Context: an optimization exercise on an open-source flow, tuned for small area, a short achievable clock period and few clock cycles per item. The choices shown serve that exercise and are no tape-out recipe.
For this run, only the layout was checked, not whether the RTL still works.
Power figures rest on the tool's default switching activity, not on a simulated workload.

### flow/config.mk
export PLATFORM = sky130hd
export DESIGN_NAME = dither_brush_builder
export DESIGN_NICKNAME = dither_brush_builder
export VERILOG_FILES = /design/flow/design.v
export SDC_FILE = /design/flow/constraint.sdc
export NUM_CORES = 4
export LEC_CHECK = 0
export CAP_MARGIN = 20
export CORE_MARGIN = 2
export CORE_UTILIZATION = 40
export SLEW_MARGIN = 20
### flow/constraint.sdc
create_clock -name core_clock -period 27.0 [get_ports {clk}]
set_input_delay 5.4000 -clock core_clock [delete_from_list [all_inputs] [get_ports {clk}]]
set_output_delay 5.4000 -clock core_clock [all_outputs]
set_load 0.01 [all_outputs]
### flow/design.v
module dither_brush_builder (
    input  wire        clk,
    input  wire        rst_n,
    input  wire        cmd_valid,
    output wire        cmd_ready,
    input  wire [63:0] cmd_word,
    input  wire [3:0]  rsel,
    output reg  [31:0] rdata,
    output wire        fb_valid,
    input  wire        fb_ready,
    output wire [31:0] fb_offset,
    output wire [2:0]  fb_bit,
    output wire [3:0]  fb_pixel
);
    function [3:0] thr(input [3:0] n);       
        case (n)
            4'h0: thr = 4'd1;  4'h1: thr = 4'd9;  4'h2: thr = 4'd3;  4'h3: thr = 4'd11;
            4'h4: thr = 4'd13; 4'h5: thr = 4'd5;  4'h6: thr = 4'd15; 4'h7: thr = 4'd7;
            4'h8: thr = 4'd4;  4'h9: thr = 4'd12; 4'hA: thr = 4'd2;  4'hB: thr = 4'd10;
            4'hC: thr = 4'd15; 4'hD: thr = 4'd8;  4'hE: thr = 4'd14; default: thr = 4'd6;
        endcase
    endfunction
    function [31:0] rom(input [3:0] l);
        integer k;
        begin
            for (k = 0; k < 32; k = k + 1)
                rom[k] = (l >= thr({k[4:3], k[1:0]}));
        end
    endfunction
    reg        ready_q, fbv_q;
    reg        bvalid_q, high_q, pvalid_q, rvalid_q;
    reg [1:0]  ecode_q;           
    reg [2:0]  lastop_q;
    reg [3:0]  lb_q, lg_q, lr_q;  
    reg [3:0]  ls_q;              
    reg [3:0]  bidx_q, pix_q, rlvl_q;
    reg [22:0] off_q;
    reg [2:0]  bit_q;
    reg [1:0]  ty_q;
    assign cmd_ready = ready_q;
    assign fb_valid  = fbv_q;
    wire [2:0]  op  = cmd_word[2:0];
    wire [7:0]  cb  = cmd_word[15:8];
    wire [7:0]  cg  = cmd_word[23:16];
    wire [7:0]  cr  = cmd_word[31:24];
    wire [15:0] cx  = cmd_word[47:32];
    wire [15:0] cy  = cmd_word[63:48];
    wire illegal = op[2] & (op[1] | op[0]);
    wire rsv_nz  = |cmd_word[7:3];
    wire no_brush = (op == 3'd3) & !bvalid_q;
    wire [1:0] ecode = illegal ? 2'd1 : rsv_nz ? 2'd2 : no_brush ? 2'd3 : 2'd0;
    wire ok = !illegal & !rsv_nz & !no_brush;
    wire accept = cmd_valid & ready_q;
    wire is_build = ok & !op[2] & !(op[1] & op[0]);    
    wire is_plot  = ok & !op[2] & (op[1] ^ op[0]);     
    wire is_pix   = ok & !op[2] & (op[1] | op[0]);     
    wire is_romrd = ok & op[2];
    wire [7:0] mrg = (cr > cg) ? cr : cg;
    wire [7:0] v   = (mrg > cb) ? mrg : cb;
    wire       high = v[7];
    wire [8:0] den = {1'b0, v} + 9'd8;
    function [3:0] hdiv(input [7:0] c, input [8:0] d);
        reg [9:0] t;
        reg [8:0] r;
        integer i;
        begin
            r = {1'b0, c};
            for (i = 3; i >= 0; i = i - 1) begin
                t = {r, 1'b0};
                hdiv[i] = (t >= {1'b0, d});
                r = hdiv[i] ? (t - {1'b0, d}) : t[8:0];
            end
        end
    endfunction
    wire [3:0] nlb = high ? hdiv(cb, den) : cb[6:3];
    wire [3:0] nlg = high ? hdiv(cg, den) : cg[6:3];
    wire [3:0] nlr = high ? hdiv(cr, den) : cr[6:3];
    wire [3:0] nls = high ? v[6:3] : 4'd0;
    wire [3:0] base = high ? {1'b1, cr[7], cg[7], cb[7]} : {1'b0, cr[6], cg[6], cb[6]};
    wire near = (cr > 8'd31) & (cg > 8'd31) & (cb > 8'd31);
    wire [3:0] nbidx = (!high && base == 4'd0 && near) ? 4'h8 : base;
    wire [22:0] noff = {1'b0, cy, 6'd0} + {3'd0, cy, 4'd0} + {10'd0, cx[15:3]};
    wire [3:0] tn = thr({ty_q, bit_q[1:0]});
    wire [3:0] comp = {(~ls_q < tn), (lr_q >= tn), (lg_q >= tn), (lb_q >= tn)};
    wire [3:0] pix_new = (lastop_q[1] & !lastop_q[0]) ? bidx_q : comp;
    wire pix_en = !ready_q & (ecode_q == 2'd0) & (lastop_q == 3'd1 || lastop_q == 3'd2 || lastop_q == 3'd3);
    assign fb_offset = {9'd0, off_q};
    assign fb_bit    = bit_q;
    assign fb_pixel  = pix_new;
    always @(posedge clk or negedge rst_n) begin
        if (!rst_n) begin
            ready_q  <= 1'b0;
            fbv_q    <= 1'b0;
            bvalid_q <= 1'b0;
            high_q   <= 1'b0;
            pvalid_q <= 1'b0;
            rvalid_q <= 1'b0;
            ecode_q  <= 2'd0;
            lastop_q <= 3'd0;
        end else if (ready_q) begin
            if (cmd_valid) begin
                ready_q  <= 1'b0;
                fbv_q    <= is_plot;
                lastop_q <= op;
                ecode_q  <= ecode;
                if (is_build) begin
                    bvalid_q <= 1'b1;
                    high_q   <= high;
                end
                if (is_pix)
                    pvalid_q <= 1'b1;
                if (is_romrd)
                    rvalid_q <= 1'b1;
            end
        end else if (fbv_q) begin
            if (fb_ready) begin
                fbv_q   <= 1'b0;
                ready_q <= 1'b1;
            end
        end else begin
            ready_q <= 1'b1;
        end
    end
    always @(posedge clk) begin
        if (accept && is_build) begin
            lb_q   <= nlb;
            lg_q   <= nlg;
            lr_q   <= nlr;
            ls_q   <= nls;
            bidx_q <= nbidx;
        end
        if (accept && is_romrd)
            rlvl_q <= cmd_word[11:8];
        if (ready_q) begin
            off_q <= noff;
            bit_q <= cx[2:0];
            ty_q  <= cy[1:0];
        end
        if (pix_en)
            pix_q <= pix_new;
    end
    wire [31:0] status = {21'd0, rvalid_q, pvalid_q, lastop_q, 1'b0, ecode_q,
                          (ecode_q != 2'd0), high_q, bvalid_q};
    always @(*) begin
        case (rsel)
            4'd0:    rdata = status;
            4'd1:    rdata = rom(lb_q);
            4'd2:    rdata = rom(lg_q);
            4'd3:    rdata = rom(lr_q);
            4'd4:    rdata = ~rom(~ls_q);
            4'd5:    rdata = {28'd0, bidx_q};
            4'd6:    rdata = {28'd0, pix_q};
            4'd7:    rdata = rom(rlvl_q);
            default: rdata = 32'd0;
        endcase
    end
endmodule
### flow/run.sh
#!/bin/bash
# synth_recipe.tcl (not shown) runs the flow's synth.tcl, then flattens the netlist and writes it again
# the make line also repeats each setting of config.mk as NAME=value (left out here)
make -C /OpenROAD-flow-scripts/flow DESIGN_CONFIG=/design/flow/config.mk WORK_HOME=/design/flow/orfs CLKGATE_MAP_FILE= SYNTH_SCRIPT=/design/flow/synth_recipe.tcl finish
==> flow_metrics.env <==
export IMPL_status="finished clean"
export IMPL_drc_errors=0
export IMPL_async_flop_share_pct=15.5
export IMPL_vias=9804
export IMPL_p_total_mw=1.89
export IMPL_worstMarginPinSlew_ns=1.08
export IMPL_gp_congestion=0.891
export IMPL_dieHeight_um=166
export IMPL_cts_tree="done"
export IMPL_hold_depth=1
export IMPL_grt_pass1_vias=9438
export IMPL_yosysTopAreaCell="ha_1"
export IMPL_vias_per_cell=5.78
export IMPL_setup_tns_final_ns=0
export IMPL_relSlewSlack_pct=27.4
export IMPL_whs_endpoint="rvalid_q"
export IMPL_p_leak_nw=5.21
export IMPL_final_core_util_pct=47.7
export IMPL_area_growth_pct=17.8
export IMPL_hold_start="rvalid_q"
export IMPL_multi_input_area_um2=7910
export IMPL_post_cts_setup_buffer_count=0
export IMPL_worst_setup_path_start_kind="input pin"
export IMPL_routedWlPerCell_um=18.3
export IMPL_finalNonFillerCells=1696
export IMPL_cts_path_max_buffers=2
export IMPL_synth_seq_cells=71
export IMPL_yosysSeqAreaShare_pct=19.4
export IMPL_clock_latency_ns=0.33
export IMPL_antenna_found_initial=0
export IMPL_row_count=59
export IMPL_syn_avg_cell_area_um2=8.42
export IMPL_core_area_um2=25900
export IMPL_cts_sinks=71
export IMPL_fp_dieArea_um2=27500
export IMPL_grt_total_usage_pct=22.3
export IMPL_powerDensity_nw_per_um2=153
export IMPL_synth_edff_count=56
export IMPL_synth_top_cell_area_share_pct=17.8
export IMPL_crit_required_ns=27.05
export IMPL_r2r_slack_ns=24.59
export IMPL_die_x_um=166
export IMPL_drt_pass1_iterations=5
export IMPL_max_freq_mhz=52.9
export IMPL_antenna_cells=0
export IMPL_placed_cells=1680
export IMPL_rsz0062_at_grt="no"
export IMPL_seq_area_um2=2040
export IMPL_r2r_start="ready_q"
export IMPL_rr_worst_depth=3
export IMPL_antenna_left=0
export IMPL_drv_cap=0
export IMPL_numPortBuffers=135
export IMPL_cts_root_buf="clkbuf_16"
export IMPL_path_common_cell="ha_1"
export IMPL_fill_cells=2504
export IMPL_clk_pin_slew_ns=0.06
export IMPL_cts_resized=0
export IMPL_arrival_ns=18.94
export IMPL_drive_gt1_share_pct=7.86
export IMPL_crit_path_end_kind="flip-flop"
export IMPL_grt_first_pass_wirelength_mm=50.6
export IMPL_peakVddDrop_mv=0.128
export IMPL_first_iter_violations=698
export IMPL_syn_inst=1247
export IMPL_initial_core_util_pct=40.5
export IMPL_yosys_cell_types_count=102
export IMPL_synthesis_area_um2=10500
export IMPL_hold_class="flip-flop to flip-flop"
export IMPL_critPathSlowestCell="clkdlybuf4s50_1"
export IMPL_synth_top_cells_by_area="ha_1, edfxtp_1, a21oi_1, xnor2_1, o21ai_0"
export IMPL_postCtsHoldBufs=0
export IMPL_drv_slew=0
export IMPL_hold_viol_final=0
export IMPL_grt_max_degree=42
export IMPL_fin_hold_ws_ns=0.505
export IMPL_ios=145
export IMPL_overflow=0
export IMPL_clock_skew_final_ns=0.00929
export IMPL_wirelength_mm=31.1
export IMPL_r2r_end="rlvl_q[1]"
export IMPL_finalCritPeriodShare_pct=70.0
export IMPL_synth_flop_cell="edfxtp_1"
export IMPL_cts_buffers_inserted=9
export IMPL_slowest_delay_ns=0.76
export IMPL_yosysWarnings=1
export IMPL_setup_viol=0
export IMPL_htree_levels=3
export IMPL_dpl_hpwl_mm=24.6
export IMPL_critPathKind="input pin to flip-flop"
export IMPL_fin_crit_ns=18.89
export IMPL_path_max_fanout=16
export IMPL_nNetsFinal=1588
where the power goes:
group | total [mW] | switching, mW | internal [mW]
combinational | 1.62 | 0.862 | 0.762
clock | 0.125 | 0.0493 | 0.0757
sequential | 0.145 | 0.00487 | 0.140
flip-flops by register name, summed over array words and instances, names as in the netlist, 2 cells and up:
name      cells
bit_q         3
ty_q          2
tn            4
lb_q          4
lastop_q      3
ecode_q       2
rlvl_q        4
ls_q          4
lr_q          4
bidx_q        4
off_q        23
lg_q          4
pix_q         4
how the worst max path moves through the flow:
stage	startpoint	endpoint	slack, ns	cells after the start
after floorplan	cmd_word[22]	lb_q[0]	9.35	59
after global routing	cmd_word[21]	lb_q[0]	7.21	56
after global placement	cmd_word[21]	lb_q[0]	8.34	56
after detailed placement	cmd_word[21]	lb_q[0]	7.93	56
final	cmd_word[21]	lb_q[0]	8.11	56
after CTS	cmd_word[21]	lb_q[0]	8.25	56
area by class of cell:
type	instances	share of cell area (%)
multi-input cells	1062	64.0
flip-flops and latches	71	16.5
repair buffers	147	11.7
well taps	335	3.39
inverters	65	1.99
clock buffers	10	1.93
clock inverters	6	0.607
cells in the mapped netlist, types with 14 or more instances:
cell type  count
a21oi_1      116
ha_1         149
xor2_1        18
buf_4         20
nor2b_1       19
nand2b_1      14
nand3_1       40
nand4_1       17
edfxtp_1      56
and3_1        15
o21ai_0       80
nor3_1        24
nor2_1        91
mux2_2        21
nand2_1      103
o211ai_1      14
a21o_1        40
clkbuf_1      22
inv_1         63
xnor2_1       57
o21a_1        20
logic make-up (layout without fill, tap and decap cells):
| group | count (synthesis) | count (layout) | synth area share [%] |
|---|---|---|---|
| multiplexers | 32 | 32 | 3.73 |
| adder cells (fa/ha/maj) | 163 | 163 | 20.2 |
| AO/OA/AOI/OAI | 408 | 408 | 26.9 |
| flip-flops | 71 | 71 | 19.4 |
| buffers and inverters | 122 | 228 | 5.66 |
| XOR/XNOR | 75 | 75 | 6.26 |
| other | 1 | 9 | 0.0357 |
| AND/OR/NAND/NOR | 375 | 375 | 17.8 |
worst max-delay path: cells and delay by family:
kind / cells / cell delay, ns
XOR/XNOR: 1 / 0.16
AO/OA/AOI/OAI: 19 / 4.14
adder cells (fa/ha/maj): 8 / 2.49
AND/OR/NAND/NOR: 21 / 4.35
multiplexers: 3 / 1.13
buffers and inverters: 4 / 1.26
cell usage in the layout, fill, tap and decap left out, types with 11 or more instances in the layout:
master and count:
o211ai_1 14, a21o_1 40, nand3_1 40, nand2_1 103, o21bai_1 12, nand4_1 17, buf_4 12, clkdlybuf4s50_1 135
nand2b_1 14, nor3_1 24, inv_1 63, a211oi_1 13, nor2_1 91, nor2b_1 19, ha_1 149, mux2_2 21
a31oi_1 13, a21oi_1 116, and3_1 15, dfrtp_1 11, xor2_1 18, o21a_1 20, o21ai_0 80, fa_1 11
edfxtp_1 56, xnor2_1 57
through the flow:
step	area (um2)	setup slack, ns
after floorplan	10500	9.35
after global placement	12100	8.34
after detailed placement	12100	7.93
after CTS	12400	8.25
after global routing	12400	7.21
final	12400	8.11
metal layers:
metal	GRT usage, %	up-vias	share of wire (%)	routed length (um)
li1	-	4876	-	-
met1	31.4	4580	48	14900
met2	36.6	302	46	14200
met3	2.53	46	4.9	1520
met4	5.75	0	1.7	521
met5	0	-	0	0

-- static timing again, ports no longer ideal --
How much do the figures lean on ideal ports? The routed layout below was timed once more, with nothing changed but the port constraints.
Step 1 sets driving cells, clkbuf_16 on the clock port and buf_2 on the other inputs (assumed; they add their load-dependent delay and slew).
Step 2 also shifts input and output timing later by t, the mid clock arrival at the registers, as if the neighbouring blocks saw the same clock.
Slacks: ideal / step 1 / step 2; pairs: ideal / step 1.
shift t [ns]: 0.370
slack for setup (ns): 8.105 / 8.126 / 7.756
worst hold slack (ns): 0.505 / 0.505 / 0.505
worst slew at a driven data input, ns: 0.08
cell pins on the clock port's net: 1
After both steps setup and hold are still met in this run. For this run, drivers alone change the setup slack by +0.021 ns; drivers and shift together by -0.349 ns.
